This is an optimization exercise on Yosys and OpenROAD, whose aim is small area, not a production implementation.
In this exercise RTL edits were held to simulation tests only and were not proved equivalent to the original.
Power figures rest on the tool's default switching activity, not on a simulated workload.

==> run a <==
==> flow/design.v (excerpt) <==
module pte_top (
    input             clk,
    input             rst,
    input      [1:0]  cfg_addr_width_m1,    
    input      [4:0]  cfg_page_log2,        
    input      [32:0] cfg_total_size,       
    input      [1:0]  cfg_cs_addr_bits,     
    input             cfg_bus_spi,          
    input      [7:0]  cfg_bus_selector,
    input      [7:0]  cfg_op_read,
    input      [7:0]  cfg_op_write,
    input      [7:0]  cfg_op_sread,
    input      [7:0]  cfg_op_swrite,
    input      [7:0]  cfg_op_read_status,
    input             cfg_secure_supported,
    input      [31:0] cfg_page_write_ms,
    input      [2:0]  cfg_cs_shift,
    input      [7:0]  cfg_cs_addr_mask,
    input      [7:0]  cfg_status_selector,
    input      [7:0]  cfg_status_busy_mask,
    input      [7:0]  cfg_status_fail_mask,
    input      [7:0]  cfg_dummy_byte,
    input      [31:0] now_ms,
    input             reg_we,
    input      [4:0]  reg_addr,
    input      [31:0] reg_wdata,
    output reg [31:0] reg_rdata,
    output            pkt_valid,
    input             pkt_ready,
    output reg [7:0]  pkt_sel,
    output reg        pkt_rx,
    output reg [31:0] pkt_len,
    output reg        pkt_start,
    output reg        pkt_stop,
    output     [7:0]  pkt_dummy,
    output            tx_valid,
    input             tx_ready,
    output     [7:0]  tx_data,
    input             rx_valid,
    output            rx_ready,
    input      [7:0]  rx_data,
    input             rsp_valid,
    output            rsp_ready,
    input      [7:0]  rsp_code,
    output            buf_req,
    output            buf_we,
    output     [31:0] buf_addr,
    output     [7:0]  buf_wdata,
    input             buf_gnt,
    input      [7:0]  buf_rdata
);
==> flow/config.mk <==
export PLATFORM = sky130hd
export DESIGN_NAME = pte_top
export DESIGN_NICKNAME = pte_top
export VERILOG_FILES = /design/flow/design.v
export SDC_FILE = /design/flow/constraint.sdc
export NUM_CORES = 4
export LEC_CHECK = 0
export CAP_MARGIN = 20
export CORE_MARGIN = 2
export CORE_UTILIZATION = 40
export SLEW_MARGIN = 20
==> flow/constraint.sdc <==
create_clock -name core_clock -period 10.0 [get_ports {clk}]
set_input_delay 2.0000 -clock core_clock [delete_from_list [all_inputs] [get_ports {clk}]]
set_output_delay 2.0000 -clock core_clock [all_outputs]
set_load 0.01 [all_outputs]
standard.sh (not shown) runs the stock make flow with config.mk's settings and CLKGATE_MAP_FILE= SYNTH_SCRIPT=/design/flow/synth_recipe.tcl, a recipe that flattens the netlist after the stock synthesis.
==> flow/flow/run.sh <==
#!/bin/bash
# Own layout flow. It is the standard ORFS flow (standard.sh) with:
#  1. the standard synthesis, unchanged (standard.sh synth);
#  2. an area re-mapping of the combinational logic of that netlist
#     (flow/remap.ys: flip-flops kept as black boxes, so the registers, their
#     names and cell types are the standard synthesis's);
#  3. the rest of the standard flow, with two ORFS knobs from the environment:
#     every input and output port still gets a buffer, but a buf_1; and the
#     clock tree is built without dummy loads, from clkbuf_16 in clusters of
#     up to 20 sinks.
# Each tool writes its full output to a log file of its own in this folder
# (flow_*.log) or to its ORFS log under orfs/logs/.
set -euo pipefail
cd "$(dirname "$0")/.."
W=$(pwd)
R=$W/orfs/results/$FLOW_PLATFORM/pte_top/base
LIB=$FLOW_HOME/platforms/$FLOW_PLATFORM/lib/sky130_fd_sc_hd__tt_025C_1v80.lib

bash standard.sh synth > flow_synth.log 2>&1

cp "$R/1_2_yosys.v" "$W/flow_standard_netlist.v"
sed -e "s#@LIB@#$LIB#g" -e "s#@IN@#$W/flow_standard_netlist.v#" \
    -e "s#@OUT@#$W/flow_remapped.v#" -e "s#@TOP@#$FLOW_TOP#" flow/remap.ys > flow_remap.ys
yosys -l flow_remap.log -s flow_remap.ys > /dev/null 2>&1
# the re-mapped netlist must read back as a complete netlist of library cells
printf 'read_liberty -lib %s\nread_verilog %s\nhierarchy -top %s\ncheck -assert -mapped\n' \
    "$LIB" "$W/flow_remapped.v" "$FLOW_TOP" > flow_remap_check.ys
yosys -l flow_remap_check.log -s flow_remap_check.ys > /dev/null 2>&1
cp "$W/flow_remapped.v" "$R/1_2_yosys.v"
rm -f "$R/1_synth.odb"

export BUFFER_PORTS_ARGS="-buffer_cell sky130_fd_sc_hd__buf_1"
export CTS_ARGS="-sink_clustering_enable -repair_clock_nets -dont_use_dummy_load -buf_list {sky130_fd_sc_hd__clkbuf_16} -sink_clustering_size 20 -sink_clustering_max_diameter 60"
bash standard.sh > flow_make.log 2>&1
==> flow/flow/remap.ys <==
# Area re-mapping of the standard synthesis's combinational logic.
# The flip-flop cells are black boxes here, so every register keeps its
# instance name, cell type and connections; only the logic between them is
# mapped again by ABC with an area-oriented script.
read_liberty -ignore_miss_func @LIB@
blackbox sky130_fd_sc_hd__dfxtp_1 sky130_fd_sc_hd__edfxtp_1
read_verilog @IN@
hierarchy -top @TOP@
flatten
rename -hide w:*.*
opt_clean
abc -liberty @LIB@ -dont_use sky130_fd_sc_hd__probe_p_8 -dont_use sky130_fd_sc_hd__probec_p_8 -dont_use sky130_fd_sc_hd__lpflow_* -script +strash;dch,-f;map,-a;mfs2;strash;dch,-f;map,-a;mfs2;strash;dch,-f;map,-a;mfs2;strash;dch,-f;map,-a
setundef -zero
splitnets
opt_clean -purge
hilomap -singleton -hicell sky130_fd_sc_hd__conb_1 HI -locell sky130_fd_sc_hd__conb_1 LO
insbuf -buf sky130_fd_sc_hd__buf_4 A X
opt_clean -purge
stat -liberty @LIB@
write_verilog -noattr -nohex -nodec @OUT@
==> run b: changes against run a <==
--- a/flow/design.v
+++ b/flow/design.v
@@ -66,29 +66,30 @@
     localparam [2:0] PH_DATA = 3'd3;
     localparam [2:0] PH_CRC  = 3'd4;
     localparam [4:0] S_IDLE  = 5'd0;
     localparam [4:0] S_VAL   = 5'd1;    
     localparam [4:0] S_VDEC  = 5'd2;
     localparam [4:0] S_SLA   = 5'd3;    
     localparam [4:0] S_SLB   = 5'd4;    
-    localparam [4:0] S_CRCL  = 5'd5;    
+    localparam [4:0] S_CRC8  = 5'd5;    
     localparam [4:0] S_PKT   = 5'd6;
     localparam [4:0] S_TXLD  = 5'd7;
     localparam [4:0] S_TX    = 5'd8;
     localparam [4:0] S_RSP   = 5'd9;
     localparam [4:0] S_RX    = 5'd10;
     localparam [4:0] S_BUFRD = 5'd11;
     localparam [4:0] S_BUFWR = 5'd12;
-    localparam [4:0] S_ACRC  = 5'd13;
+    localparam [4:0] S_ACLD  = 5'd13;   
+    localparam [4:0] S_ACSH  = 5'd23;   
     localparam [4:0] S_WRAP  = 5'd14;   
     localparam [4:0] S_SUCC  = 5'd15;
     localparam [4:0] S_NEXT  = 5'd16;
     localparam [4:0] S_TMR   = 5'd17;   
     localparam [4:0] S_FAIL  = 5'd19;
-    localparam [4:0] S_RB    = 5'd20;   
+    localparam [4:0] S_RB    = 5'd24;   
     localparam [4:0] S_LDST  = 5'd21;   
     localparam [4:0] S_DONE  = 5'd22;
     reg [31:0] cmd_q, offset_q, length_q;
     reg        busy, done, ovr, islast;
     reg [7:0]  result;
     reg [31:0] cur_offset, remain, buf_index, slice_len;
     reg [31:0] txn_count, pkt_count, retry_count, start_time, wire_addr;
@@ -100,15 +101,14 @@
     reg [4:0]  state;
     reg [2:0]  phase;
     reg [2:0]  dc;           
     reg [2:0]  bn;           
     reg [7:0]  byte_q;
     reg [4:0]  f;            
     reg        chk, nr, adv, rz, rhz;
-    reg [1:0]  cn;           
     reg        cnt_busy, cnt_txn, cnt_rty;
     reg [1:0]  cdc;
     reg [2:0]  cc;
     wire is_secure = cmd_q[2];
     wire is_read   = cmd_q[0];
     wire cmd_bad   = (cmd_q[31:3] != 29'd0) || (cmd_q[1:0] == 2'b00) || (cmd_q[1:0] == 2'b11);
     wire poll_first = cfg_bus_spi && (cfg_status_busy_mask != 8'd0);
@@ -132,15 +132,15 @@
     wire [3:0] now_d = now_ms[{dc, 2'b00} +: 4];
     wire [3:0] pwt_d = cfg_page_write_ms[{dc, 2'b00} +: 4];
     wire [3:0] tot_d = cfg_total_size[{dc, 2'b00} +: 4];
     wire st_val  = (state == S_VAL);
     wire st_sl   = (state == S_SLA) || (state == S_SLB);
     wire st_tmr  = (state == S_TMR);
     wire st_rb   = (state == S_RB);
-    wire st_step = (state == S_TX) || (state == S_BUFWR) || (state == S_CRCL);
+    wire st_step = (state == S_TX) || (state == S_BUFWR) || (state == S_CRC8);
     reg [4:0] fi;
     always @(*) begin
         fi = f;
         if (st_step)
             fi = {f[4:3], 3'b101};
         if (d0) begin
             case (state)
@@ -220,15 +220,15 @@
             2'b01:   opcode = cfg_op_read;
             2'b00:   opcode = cfg_op_write;
             2'b11:   opcode = cfg_op_sread;
             default: opcode = cfg_op_swrite;
         endcase
     end
     wire       hdr_op    = (phase == PH_ADDR) && cfg_bus_spi && (bn == 3'd0);
-    wire [1:0] ai        = st_acrc ? bn[2:1] : (bn[1:0] - {1'b0, (phase == PH_ADDR) && cfg_bus_spi});
+    wire [1:0] ai        = bn[1:0] - {1'b0, (phase == PH_ADDR) && cfg_bus_spi};
     wire [1:0] apos      = cfg_addr_width_m1 - ai;
     wire [7:0] addr_byte = wire_addr[{apos, 3'b000} +: 8];
     reg [7:0] load_byte;
     always @(*) begin
         case (phase)
             PH_STH:  load_byte = cfg_op_read_status;
             PH_CRC:  load_byte = bn[0] ? crc_q[7:0] : crc_q[15:8];
@@ -248,20 +248,16 @@
                 fb = r[15] ^ b[i];
                 r  = {r[14:0], 1'b0};
                 if (fb) r = r ^ 16'h1021;
             end
             crc16_byte = r;
         end
     endfunction
-    wire        st_acrc  = (state == S_ACRC);
-    wire [15:0] crc_base = (st_acrc && bn == 3'd0) ? 16'hFFFF : crc_q;
-    wire [7:0]  crc_in   = st_acrc ? addr_byte : byte_q;
-    wire [3:0]  crc_nib  = (st_acrc ? bn[0] : cn[0]) ? crc_in[3:0] : crc_in[7:4];
-    wire [3:0]  crc_x    = crc_base[15:12] ^ crc_nib;
-    wire [15:0] crc_nxt  = {crc_base[11:0], 4'd0} ^ {crc_x, 12'd0} ^ {7'd0, crc_x, 5'd0} ^ {12'd0, crc_x};
+    wire        crc_fb   = crc_q[15] ^ byte_q[7];
+    wire [15:0] crc_nxt  = {crc_q[14:0], 1'b0} ^ ({16{crc_fb}} & 16'h1021);
     wire rsp_ok = (rsp_code == 8'h00);
     wire rsp_nr = (rsp_code == R_NACK_ADDR) || (rsp_code == R_NOTREADY);
     wire [7:0] rsp_fatal = (rsp_code == R_NACK_DATA) ?
                            ((phase == PH_ADDR) ? R_INV_ADDR : R_INV_CMD) : rsp_code;
     wire st_busy = (dev_status & cfg_status_busy_mask) != 8'd0;
     wire st_fail = (dev_status & cfg_status_fail_mask) != 8'd0;
     always @(*) begin
@@ -446,78 +442,88 @@
                         nr       <= 1'b0;
                         if (phase == PH_ADDR || phase == PH_STH || (phase == PH_STR && !cfg_bus_spi))
                             trans_id <= trans_id + 6'd1;
                         bn <= 3'd0;
                         if (pkt_rx)
                             state <= S_RSP;
                         else if (phase == PH_DATA)
-                            state <= is_secure ? S_ACRC : S_BUFRD;
+                            state <= is_secure ? S_ACLD : S_BUFRD;
                         else
                             state <= S_TXLD;
                     end
                 end
                 S_TXLD: begin
                     byte_q <= load_byte;
                     state  <= S_TX;
                 end
                 S_BUFRD: begin
-                    cn <= 2'd0;
                     if (buf_gnt) begin
                         byte_q <= buf_rdata;
                         state  <= S_TX;
                     end
                 end
                 S_TX: begin
-                    if (phase == PH_DATA && is_secure && !cn[1]) begin
-                        crc_q <= crc_nxt;
-                        cn    <= cn + 2'd1;
-                    end
                     if (tx_ready) begin
+                        bn <= 3'd0;
                         if (phase == PH_DATA) begin
-                            if (is_secure && cn == 2'd0)
-                                state <= S_CRCL;
+                            if (is_secure)
+                                state <= S_CRC8;
                             else
                                 byte_step(S_BUFRD, S_RSP);
                         end else begin
                             bn    <= bn + 3'd1;
                             state <= hdr_last ? S_RSP : S_TXLD;
                         end
                     end
                 end
-                S_ACRC: begin
-                    crc_q <= crc_nxt;
-                    bn    <= bn + 3'd1;
-                    if (bn == {cfg_addr_width_m1, 1'b1})
-                        state <= is_read ? S_RX : S_BUFRD;
-                end
-                S_CRCL: begin
-                    crc_q <= crc_nxt;
-                    if (is_read) byte_step(S_RX, S_SUCC);
-                    else         byte_step(S_BUFRD, S_RSP);
+                S_ACLD: begin
+                    if (bn == 3'd0) crc_q <= 16'hFFFF;
+                    byte_q <= load_byte;
+                    state  <= S_ACSH;
+                end
+                S_ACSH: begin
+                    crc_q  <= crc_nxt;
+                    byte_q <= {byte_q[6:0], 1'b0};
+                    dc     <= dc + 3'd1;
+                    if (d7) begin
+                        bn <= bn + 3'd1;
+                        if (bn[1:0] == cfg_addr_width_m1)
+                            state <= is_read ? S_RX : S_BUFRD;
+                        else
+                            state <= S_ACLD;
+                    end
+                end
+                S_CRC8: begin
+                    crc_q  <= crc_nxt;
+                    byte_q <= {byte_q[6:0], 1'b0};
+                    bn     <= bn + 3'd1;
+                    if (bn == 3'd7) begin
+                        if (is_read) byte_step(S_RX, S_SUCC);
+                        else         byte_step(S_BUFRD, S_RSP);
+                    end
                 end
                 S_RSP: begin
                     if (rsp_valid) begin
                         if (rsp_ok) begin
                             if (!pkt_rx)
                                 state <= S_SUCC;
                             else if (phase == PH_DATA && is_secure)
-                                state <= S_ACRC;
+                                state <= S_ACLD;
                             else
                                 state <= S_RX;
                         end else if (rsp_nr) begin
                             dc    <= 3'd0;
                             state <= S_TMR;
                         end else begin
                             result <= rsp_fatal;
                             state  <= S_FAIL;
                         end
                     end
                 end
                 S_RX: begin
-                    cn <= 2'd0;
                     if (rx_valid) begin
                         byte_q <= rx_data;
                         case (phase)
                             PH_DATA: state <= S_BUFWR;
                             PH_CRC: begin
                                 rx_crc <= {rx_crc[7:0], rx_data};
                                 bn     <= bn + 3'd1;
@@ -527,21 +533,18 @@
                                 dev_status <= rx_data;
                                 state      <= S_SUCC;
                             end
                         endcase
                     end
                 end
                 S_BUFWR: begin
-                    if (is_secure && !cn[1]) begin
-                        crc_q <= crc_nxt;
-                        cn    <= cn + 2'd1;
-                    end
                     if (buf_gnt) begin
-                        if (is_secure && cn == 2'd0)
-                            state <= S_CRCL;
+                        bn <= 3'd0;
+                        if (is_secure)
+                            state <= S_CRC8;
                         else
                             byte_step(S_RX, S_SUCC);
                     end
                 end
                 S_WRAP: begin
                     if (d0) begin
                         cur_offset <= {cur_d, cur_offset[31:4]};
--- a/flow/flow/run.sh
+++ b/flow/flow/run.sh
@@ -3,15 +3,15 @@
 #  1. the standard synthesis, unchanged (standard.sh synth);
 #  2. an area re-mapping of the combinational logic of that netlist
 #     (flow/remap.ys: flip-flops kept as black boxes, so the registers, their
 #     names and cell types are the standard synthesis's);
 #  3. the rest of the standard flow, with two ORFS knobs from the environment:
 #     every input and output port still gets a buffer, but a buf_1; and the
 #     clock tree is built without dummy loads, from clkbuf_16 in clusters of
-#     up to 20 sinks.
+#     up to 26 sinks.
 # Each tool writes its full output to a log file of its own in this folder
 # (flow_*.log) or to its ORFS log under orfs/logs/.
 set -euo pipefail
 cd "$(dirname "$0")/.."
 W=$(pwd)
 R=$W/orfs/results/$FLOW_PLATFORM/pte_top/base
 LIB=$FLOW_HOME/platforms/$FLOW_PLATFORM/lib/sky130_fd_sc_hd__tt_025C_1v80.lib
@@ -26,9 +26,9 @@
 printf 'read_liberty -lib %s\nread_verilog %s\nhierarchy -top %s\ncheck -assert -mapped\n' \
     "$LIB" "$W/flow_remapped.v" "$FLOW_TOP" > flow_remap_check.ys
 yosys -l flow_remap_check.log -s flow_remap_check.ys > /dev/null 2>&1
 cp "$W/flow_remapped.v" "$R/1_2_yosys.v"
 rm -f "$R/1_synth.odb"
 
 export BUFFER_PORTS_ARGS="-buffer_cell sky130_fd_sc_hd__buf_1"
-export CTS_ARGS="-sink_clustering_enable -repair_clock_nets -dont_use_dummy_load -buf_list {sky130_fd_sc_hd__clkbuf_16} -sink_clustering_size 20 -sink_clustering_max_diameter 60"
+export CTS_ARGS="-sink_clustering_enable -repair_clock_nets -dont_use_dummy_load -buf_list {sky130_fd_sc_hd__clkbuf_16} -sink_clustering_size 26 -sink_clustering_max_diameter 70"
 bash standard.sh > flow_make.log 2>&1
==> flow/flow/remap.ys (replaced) <==
# Area re-mapping of the standard synthesis's combinational logic.
# The flip-flop cells are black boxes here, so every register keeps its
# instance name, cell type and connections; only the logic between them is
# mapped again by ABC with an area-oriented script.
read_liberty -ignore_miss_func @LIB@
blackbox sky130_fd_sc_hd__dfxtp_1 sky130_fd_sc_hd__edfxtp_1
read_verilog @IN@
hierarchy -top @TOP@
flatten
rename -hide w:*.*
opt_clean
abc -liberty @LIB@ -dont_use sky130_fd_sc_hd__probe_p_8 -dont_use sky130_fd_sc_hd__probec_p_8 -dont_use sky130_fd_sc_hd__lpflow_* -script +strash;dch,-f;map,-a;mfs2;strash;dch,-f;map,-a;mfs2;strash;dch,-f;map,-a;mfs2;strash;dch,-f;map,-a;mfs2;strash;dch,-f;map,-a;mfs2;strash;dch,-f;map,-a
setundef -zero
splitnets
opt_clean -purge
hilomap -singleton -hicell sky130_fd_sc_hd__conb_1 HI -locell sky130_fd_sc_hd__conb_1 LO
insbuf -buf sky130_fd_sc_hd__buf_4 A X
opt_clean -purge
stat -liberty @LIB@
write_verilog -noattr -nohex -nodec @OUT@
CORE_UTILIZATION = 50   (was 40)
==> run c: changes against run a <==
--- a/flow/design.v
+++ b/flow/design.v
@@ -66,29 +66,30 @@
     localparam [2:0] PH_DATA = 3'd3;
     localparam [2:0] PH_CRC  = 3'd4;
     localparam [4:0] S_IDLE  = 5'd0;
     localparam [4:0] S_VAL   = 5'd1;    
     localparam [4:0] S_VDEC  = 5'd2;
     localparam [4:0] S_SLA   = 5'd3;    
     localparam [4:0] S_SLB   = 5'd4;    
-    localparam [4:0] S_CRCL  = 5'd5;    
+    localparam [4:0] S_CRC8  = 5'd5;    
     localparam [4:0] S_PKT   = 5'd6;
     localparam [4:0] S_TXLD  = 5'd7;
     localparam [4:0] S_TX    = 5'd8;
     localparam [4:0] S_RSP   = 5'd9;
     localparam [4:0] S_RX    = 5'd10;
     localparam [4:0] S_BUFRD = 5'd11;
     localparam [4:0] S_BUFWR = 5'd12;
-    localparam [4:0] S_ACRC  = 5'd13;
+    localparam [4:0] S_ACLD  = 5'd13;   
+    localparam [4:0] S_ACSH  = 5'd23;   
     localparam [4:0] S_WRAP  = 5'd14;   
     localparam [4:0] S_SUCC  = 5'd15;
     localparam [4:0] S_NEXT  = 5'd16;
     localparam [4:0] S_TMR   = 5'd17;   
     localparam [4:0] S_FAIL  = 5'd19;
-    localparam [4:0] S_RB    = 5'd20;   
+    localparam [4:0] S_RB    = 5'd24;   
     localparam [4:0] S_LDST  = 5'd21;   
     localparam [4:0] S_DONE  = 5'd22;
     reg [31:0] cmd_q, offset_q, length_q;
     reg        busy, done, ovr, islast;
     reg [7:0]  result;
     reg [31:0] cur_offset, remain, buf_index, slice_len;
     reg [31:0] txn_count, pkt_count, retry_count, start_time, wire_addr;
@@ -100,15 +101,14 @@
     reg [4:0]  state;
     reg [2:0]  phase;
     reg [2:0]  dc;           
     reg [2:0]  bn;           
     reg [7:0]  byte_q;
     reg [4:0]  f;            
     reg        chk, nr, adv, rz, rhz;
-    reg [1:0]  cn;           
     reg        cnt_busy, cnt_txn, cnt_rty;
     reg [1:0]  cdc;
     reg [2:0]  cc;
     wire is_secure = cmd_q[2];
     wire is_read   = cmd_q[0];
     wire cmd_bad   = (cmd_q[31:3] != 29'd0) || (cmd_q[1:0] == 2'b00) || (cmd_q[1:0] == 2'b11);
     wire poll_first = cfg_bus_spi && (cfg_status_busy_mask != 8'd0);
@@ -132,15 +132,15 @@
     wire [3:0] now_d = now_ms[{dc, 2'b00} +: 4];
     wire [3:0] pwt_d = cfg_page_write_ms[{dc, 2'b00} +: 4];
     wire [3:0] tot_d = cfg_total_size[{dc, 2'b00} +: 4];
     wire st_val  = (state == S_VAL);
     wire st_sl   = (state == S_SLA) || (state == S_SLB);
     wire st_tmr  = (state == S_TMR);
     wire st_rb   = (state == S_RB);
-    wire st_step = (state == S_TX) || (state == S_BUFWR) || (state == S_CRCL);
+    wire st_step = (state == S_TX) || (state == S_BUFWR) || (state == S_CRC8);
     reg [4:0] fi;
     always @(*) begin
         fi = f;
         if (st_step)
             fi = {f[4:3], 3'b101};
         if (d0) begin
             case (state)
@@ -220,15 +220,15 @@
             2'b01:   opcode = cfg_op_read;
             2'b00:   opcode = cfg_op_write;
             2'b11:   opcode = cfg_op_sread;
             default: opcode = cfg_op_swrite;
         endcase
     end
     wire       hdr_op    = (phase == PH_ADDR) && cfg_bus_spi && (bn == 3'd0);
-    wire [1:0] ai        = st_acrc ? bn[2:1] : (bn[1:0] - {1'b0, (phase == PH_ADDR) && cfg_bus_spi});
+    wire [1:0] ai        = bn[1:0] - {1'b0, (phase == PH_ADDR) && cfg_bus_spi};
     wire [1:0] apos      = cfg_addr_width_m1 - ai;
     wire [7:0] addr_byte = wire_addr[{apos, 3'b000} +: 8];
     reg [7:0] load_byte;
     always @(*) begin
         case (phase)
             PH_STH:  load_byte = cfg_op_read_status;
             PH_CRC:  load_byte = bn[0] ? crc_q[7:0] : crc_q[15:8];
@@ -248,20 +248,16 @@
                 fb = r[15] ^ b[i];
                 r  = {r[14:0], 1'b0};
                 if (fb) r = r ^ 16'h1021;
             end
             crc16_byte = r;
         end
     endfunction
-    wire        st_acrc  = (state == S_ACRC);
-    wire [15:0] crc_base = (st_acrc && bn == 3'd0) ? 16'hFFFF : crc_q;
-    wire [7:0]  crc_in   = st_acrc ? addr_byte : byte_q;
-    wire [3:0]  crc_nib  = (st_acrc ? bn[0] : cn[0]) ? crc_in[3:0] : crc_in[7:4];
-    wire [3:0]  crc_x    = crc_base[15:12] ^ crc_nib;
-    wire [15:0] crc_nxt  = {crc_base[11:0], 4'd0} ^ {crc_x, 12'd0} ^ {7'd0, crc_x, 5'd0} ^ {12'd0, crc_x};
+    wire        crc_fb   = crc_q[15] ^ byte_q[7];
+    wire [15:0] crc_nxt  = {crc_q[14:0], 1'b0} ^ ({16{crc_fb}} & 16'h1021);
     wire rsp_ok = (rsp_code == 8'h00);
     wire rsp_nr = (rsp_code == R_NACK_ADDR) || (rsp_code == R_NOTREADY);
     wire [7:0] rsp_fatal = (rsp_code == R_NACK_DATA) ?
                            ((phase == PH_ADDR) ? R_INV_ADDR : R_INV_CMD) : rsp_code;
     wire st_busy = (dev_status & cfg_status_busy_mask) != 8'd0;
     wire st_fail = (dev_status & cfg_status_fail_mask) != 8'd0;
     always @(*) begin
@@ -446,78 +442,88 @@
                         nr       <= 1'b0;
                         if (phase == PH_ADDR || phase == PH_STH || (phase == PH_STR && !cfg_bus_spi))
                             trans_id <= trans_id + 6'd1;
                         bn <= 3'd0;
                         if (pkt_rx)
                             state <= S_RSP;
                         else if (phase == PH_DATA)
-                            state <= is_secure ? S_ACRC : S_BUFRD;
+                            state <= is_secure ? S_ACLD : S_BUFRD;
                         else
                             state <= S_TXLD;
                     end
                 end
                 S_TXLD: begin
                     byte_q <= load_byte;
                     state  <= S_TX;
                 end
                 S_BUFRD: begin
-                    cn <= 2'd0;
                     if (buf_gnt) begin
                         byte_q <= buf_rdata;
                         state  <= S_TX;
                     end
                 end
                 S_TX: begin
-                    if (phase == PH_DATA && is_secure && !cn[1]) begin
-                        crc_q <= crc_nxt;
-                        cn    <= cn + 2'd1;
-                    end
                     if (tx_ready) begin
+                        bn <= 3'd0;
                         if (phase == PH_DATA) begin
-                            if (is_secure && cn == 2'd0)
-                                state <= S_CRCL;
+                            if (is_secure)
+                                state <= S_CRC8;
                             else
                                 byte_step(S_BUFRD, S_RSP);
                         end else begin
                             bn    <= bn + 3'd1;
                             state <= hdr_last ? S_RSP : S_TXLD;
                         end
                     end
                 end
-                S_ACRC: begin
-                    crc_q <= crc_nxt;
-                    bn    <= bn + 3'd1;
-                    if (bn == {cfg_addr_width_m1, 1'b1})
-                        state <= is_read ? S_RX : S_BUFRD;
-                end
-                S_CRCL: begin
-                    crc_q <= crc_nxt;
-                    if (is_read) byte_step(S_RX, S_SUCC);
-                    else         byte_step(S_BUFRD, S_RSP);
+                S_ACLD: begin
+                    if (bn == 3'd0) crc_q <= 16'hFFFF;
+                    byte_q <= load_byte;
+                    state  <= S_ACSH;
+                end
+                S_ACSH: begin
+                    crc_q  <= crc_nxt;
+                    byte_q <= {byte_q[6:0], 1'b0};
+                    dc     <= dc + 3'd1;
+                    if (d7) begin
+                        bn <= bn + 3'd1;
+                        if (bn[1:0] == cfg_addr_width_m1)
+                            state <= is_read ? S_RX : S_BUFRD;
+                        else
+                            state <= S_ACLD;
+                    end
+                end
+                S_CRC8: begin
+                    crc_q  <= crc_nxt;
+                    byte_q <= {byte_q[6:0], 1'b0};
+                    bn     <= bn + 3'd1;
+                    if (bn == 3'd7) begin
+                        if (is_read) byte_step(S_RX, S_SUCC);
+                        else         byte_step(S_BUFRD, S_RSP);
+                    end
                 end
                 S_RSP: begin
                     if (rsp_valid) begin
                         if (rsp_ok) begin
                             if (!pkt_rx)
                                 state <= S_SUCC;
                             else if (phase == PH_DATA && is_secure)
-                                state <= S_ACRC;
+                                state <= S_ACLD;
                             else
                                 state <= S_RX;
                         end else if (rsp_nr) begin
                             dc    <= 3'd0;
                             state <= S_TMR;
                         end else begin
                             result <= rsp_fatal;
                             state  <= S_FAIL;
                         end
                     end
                 end
                 S_RX: begin
-                    cn <= 2'd0;
                     if (rx_valid) begin
                         byte_q <= rx_data;
                         case (phase)
                             PH_DATA: state <= S_BUFWR;
                             PH_CRC: begin
                                 rx_crc <= {rx_crc[7:0], rx_data};
                                 bn     <= bn + 3'd1;
@@ -527,21 +533,18 @@
                                 dev_status <= rx_data;
                                 state      <= S_SUCC;
                             end
                         endcase
                     end
                 end
                 S_BUFWR: begin
-                    if (is_secure && !cn[1]) begin
-                        crc_q <= crc_nxt;
-                        cn    <= cn + 2'd1;
-                    end
                     if (buf_gnt) begin
-                        if (is_secure && cn == 2'd0)
-                            state <= S_CRCL;
+                        bn <= 3'd0;
+                        if (is_secure)
+                            state <= S_CRC8;
                         else
                             byte_step(S_RX, S_SUCC);
                     end
                 end
                 S_WRAP: begin
                     if (d0) begin
                         cur_offset <= {cur_d, cur_offset[31:4]};
==> flow/flow/remap.ys (replaced) <==
# Area re-mapping of the standard synthesis's combinational logic.
# The flip-flop cells are black boxes here, so every register keeps its
# instance name, cell type and connections; only the logic between them is
# mapped again by ABC with an area-oriented script.
read_liberty -ignore_miss_func @LIB@
blackbox sky130_fd_sc_hd__dfxtp_1 sky130_fd_sc_hd__edfxtp_1
read_verilog @IN@
hierarchy -top @TOP@
flatten
rename -hide w:*.*
opt_clean
abc -liberty @LIB@ -dont_use sky130_fd_sc_hd__probe_p_8 -dont_use sky130_fd_sc_hd__probec_p_8 -dont_use sky130_fd_sc_hd__lpflow_* -script +strash;dch,-f;map,-a;mfs2;strash;dch,-f;map,-a;mfs2;strash;dch,-f;map,-a;mfs2;strash;dch,-f;map,-a;mfs2;strash;dch,-f;map,-a;mfs2;strash;dch,-f;map,-a
setundef -zero
splitnets
opt_clean -purge
hilomap -singleton -hicell sky130_fd_sc_hd__conb_1 HI -locell sky130_fd_sc_hd__conb_1 LO
insbuf -buf sky130_fd_sc_hd__buf_4 A X
opt_clean -purge
stat -liberty @LIB@
write_verilog -noattr -nohex -nodec @OUT@
CORE_UTILIZATION = 45   (was 40)
==> summary.txt <==
- Run c completed with no timing, DRC or antenna violations. Run b completed without violations. Run a completed without violations.
- Against run b, the clock skew of run a is higher by 28 ps.
- Non-clock buffer count is the same in run b and run c.
- Sequential power is about the same in run b and run c.
- The lowest maximum frequency belongs to run c, the highest to run a.
- Of run c and run a, run a has the higher clock power (gap about 5%, measured against run a).
- In run b the core utilization is higher than in run a, by 11 points.
- Final area: run a > run c > run b.
- The highest wire length belongs to run a, the lowest to run b.
- Register-to-register slack: run c > run b > run a.
- Of run c and run b, run c has the higher clock-buffer cell count (gap 9).
- Combinational power is about the same in run b and run c.

-- afterwards: timing with drivers on the ports --
Ports are ideal in the flow. The routed layouts listed here were re-timed in OpenROAD. Step 1 assumes that a clkbuf_16 drives the clock port and a buf_2 every other input. Step 2 adds t to the input delays and takes it off the output delays; t is the mean of the earliest and latest rising clock arrival at the registers after step 1. Input paths then give back, and output paths get back, about the clock's delay inside the block. Slacks: no drivers / after step 1 / after step 2; pairs: no drivers / after step 1.
run	t, ns	setup slack, ns	hold slack, ns	worst register clock-pin slew, ns	pins driven straight from the clock port
run a	0.634	2.526 / 2.526 / 2.504	0.450 / 0.450 / 0.450	0.09 / 0.09	1
run b	0.686	2.241 / 2.281 / 1.595	0.460 / 0.460 / 0.460	0.11 / 0.11	1
run c	0.630	2.049 / 2.086 / 1.456	0.460 / 0.460 / 0.460	0.09 / 0.09	1
After both steps setup and hold are still met in every run listed. The setup slack of run b, which loses most, moves by +0.040 ns with the drivers and by -0.646 ns with both steps.
